What follows belongs to an exercise in optimizing a design on an open flow for small area, a short achievable clock period and few clock cycles per item; a production flow would make more cautious choices. The RTL was checked by simulation tests, not by an equivalence proof against the original design.

Design hw2core, start of the top module:
module hw2core (
    input  wire        clk,
    input  wire        rst,      
    input  wire        start,
    input  wire [2:0]  op,
    input  wire [31:0] a,
    input  wire [31:0] b,
    output wire        busy,
    output wire        done,
    output wire [31:0] r0,
    output wire [31:0] r1
);
    localparam integer DIV_K = 2;     
    localparam [2:0] OP_CLZ    = 3'd0;
    localparam [2:0] OP_MULW   = 3'd1;
    localparam [2:0] OP_MUL    = 3'd2;
    localparam [2:0] OP_DIVREM = 3'd3;
    localparam [2:0] OP_RSQRT  = 3'd4;
    localparam integer S_FIN = 0, S_MUL1 = 1, S_MUL2 = 2, S_DIV = 3,
                       S_RINT = 4, S_NA = 5, S_NB = 6, S_NC = 7;
    reg        busy_q, done_q;
    reg [7:0]  st_q;
    reg        wide_q;             
    reg        iter_q;             
    reg [4:0]  cnt_q;              
    reg [31:0] b_q;                
    reg [31:0] r0_q, r1_q;
    reg        smc2_q, snb_q, syy_q, sint_q;
    reg [31:0] ma_q;               
    reg [26:0] mbe_q;              
    function [26:0] benc(input [17:0] v);
        reg [18:0] w;
        integer j;
        begin
            w = {v, 1'b0};
            for (j = 0; j < 9; j = j + 1) begin
                benc[j]      = w[2*j+1] ^ w[2*j];
                benc[9 + j]  = (w[2*j+2] & ~w[2*j+1] & ~w[2*j]) |
                               (~w[2*j+2] & w[2*j+1] & w[2*j]);
                benc[18 + j] = w[2*j+2];
            end
        end
    endfunction
    assign busy = busy_q;
  ...
Size in the first run: ~5000 cells after synthesis, about 140 I/O pins.
clock: 10.0 ns
lec_check: 0
abc_area: 1
cap_margin: 20
core_margin: 2
core_utilization: 40
setup_slack_margin: 4.6
slew_margin: 20
tns_end_percent: 0
run.sh (not shown) runs the stock make flow with config.mk's settings and CLKGATE_MAP_FILE= SYNTH_SCRIPT=/design/flow/synth_recipe.tcl, a recipe that flattens the netlist after the stock synthesis.
Testbench counts at the start, summed over its fixed seeds: cycles 4,229, items 960.
Next try:
- SETUP_SLACK_MARGIN: 4.6 -> 5
- TNS_END_PERCENT: 0 -> 5
The changed run completed with no timing, DRC or antenna violations.
Final area rose by 3.9%.
Setup slack improved by 0.12 ns.
Synthesized area is unchanged.
Non-clock buffer count rose by 78.
Critical path depth fell by 4.
First-iteration DRC count barely changes.
Die area does not change.
Clock-buffer cell count is unchanged.
Register-to-register slack improved by 0.12 ns.
Routed wire length rose by 2.4%.

========
hw2core again, from the RTL that the note above started with.
clock: 10.0 ns
lec_check: 0
abc_area: 1
cap_margin: 20
core_margin: 2
core_utilization: 40
setup_slack_margin: 4.5
slew_margin: 20
The starting point passed the timing, DRC and antenna checks.
Testbench counts at the start, summed over its fixed seeds: cycles 4,229, items 960.
Rerun with:
--- a/flow/config.mk
+++ b/flow/config.mk
@@ -10,4 +10,6 @@
 export CORE_MARGIN = 2
-export CORE_UTILIZATION = 40
-export SETUP_SLACK_MARGIN = 4.5
+export CORE_UTILIZATION = 45
+export PLACE_DENSITY = 0.65
+export SETUP_SLACK_MARGIN = 5
 export SLEW_MARGIN = 20
+export TNS_END_PERCENT = 5
Via count shrinks by 4.4%.
Cell area drops by 13%.
Routed wire length goes down by 8.7%.
Synthesized cell count does not change.
Global-route usage climbs by 2.3 points.
Setup slack degrades by 0.11 ns.
First-iteration DRC count shrinks by 3.3%.
Utilization fell by 1.1 points.
Sequential share of layout area is higher by 1.5 points.
Clock-buffer cell count stays the same.
Rerun with:
--- a/flow/config.mk
+++ b/flow/config.mk
@@ -10,6 +10,5 @@
 export CORE_MARGIN = 2
-export CORE_UTILIZATION = 45
-export PLACE_DENSITY = 0.65
-export SETUP_SLACK_MARGIN = 5
+export CORE_UTILIZATION = 40
+export SETUP_SLACK_MARGIN = 4.2
 export SLEW_MARGIN = 20
-export TNS_END_PERCENT = 5
+export TNS_END_PERCENT = 0
=> Setup slack improved by 0.037 ns; routed wire length came out higher by 1.0%; core utilization came out lower by 7.0 points; hold slack got worse by 0.036 ns; synthesized cell count does not change; fmax came out higher by 0.57%; sequential cell count is unchanged.
Rerun with:
--- a/flow/config.mk
+++ b/flow/config.mk
@@ -11,4 +11,5 @@
 export CORE_UTILIZATION = 40
-export SETUP_SLACK_MARGIN = 4.2
+export PLACE_DENSITY = 0.75
+export SETUP_SLACK_MARGIN = 4
 export SLEW_MARGIN = 20
-export TNS_END_PERCENT = 0
+export TNS_END_PERCENT = 5
Result: Setup slack is better by 0.038 ns; hold slack gets worse by 0.012 ns; clock skew hardly moves; die area stays the same; core utilization came out higher by 1.6 points; register-to-register slack gains 0.04 ns; non-clock buffer count goes up by 41; routed wire length went down by 1.3%; fmax rises by 0.59%; synthesized cell count stays the same; synthesized area does not change.
Rerun with:
--- a/flow/config.mk
+++ b/flow/config.mk
@@ -11,5 +11,4 @@
 export CORE_UTILIZATION = 40
-export PLACE_DENSITY = 0.75
-export SETUP_SLACK_MARGIN = 4
+export SETUP_SLACK_MARGIN = 3.8
 export SLEW_MARGIN = 20
-export TNS_END_PERCENT = 5
+export TNS_END_PERCENT = 0
Cell count fell by about 0.9%.
Final area fell by about 3.2%.
Clock-buffer cell count is unchanged.
Maximum frequency went down by about 0.9%.
Setup slack degrades by 0.059 ns.
Die area is unchanged.

==> re-timing with driven ports <==
No port has a modelled driver above. Below, the same layouts with a new extraction and two added sets of constraints. Step 1, drivers: a clkbuf_16 drives clk and a buf_2 each remaining input, both assumed. Step 2 adds t to the input delays and takes it off the output delays; t is the mean of the earliest and latest rising clock arrival at the registers after step 1. Input paths then give back, and output paths get back, about the clock's delay inside the block. Slacks: ideal ports / drivers / drivers and shift; pairs: ideal ports / drivers.
| run | t, ns | setup slack, ns | hold WS [ns] | worst setup path after step 2 | pins driven straight from the clock port |
|---|---|---|---|---|---|
| the first run of note 1 | 0.559 | 3.541 / 3.541 / 3.117 | 0.479 / 0.479 / 0.479 | input to register | 1 |
| the second run of note 1 | 0.530 | 3.656 / 3.656 / 3.255 | 0.479 / 0.479 / 0.479 | input to register | 1 |
| the first run of note 2 | 0.572 | 3.614 / 3.614 / 3.242 | 0.488 / 0.488 / 0.488 | input to register | 1 |
| the second run of note 2 | 0.563 | 3.504 / 3.504 / 3.138 | 0.514 / 0.514 / 0.514 | input to register | 1 |
| the third run of note 2 | 0.559 | 3.541 / 3.541 / 3.117 | 0.479 / 0.479 / 0.479 | input to register | 1 |
| the fourth run of note 2 | 0.530 | 3.579 / 3.579 / 3.278 | 0.467 / 0.467 / 0.467 | input to register | 1 |
| the fifth run of note 2 | 0.534 | 3.520 / 3.520 / 3.125 | 0.477 / 0.477 / 0.477 | input to register | 1 |
After both steps setup and hold are still met in every run listed.
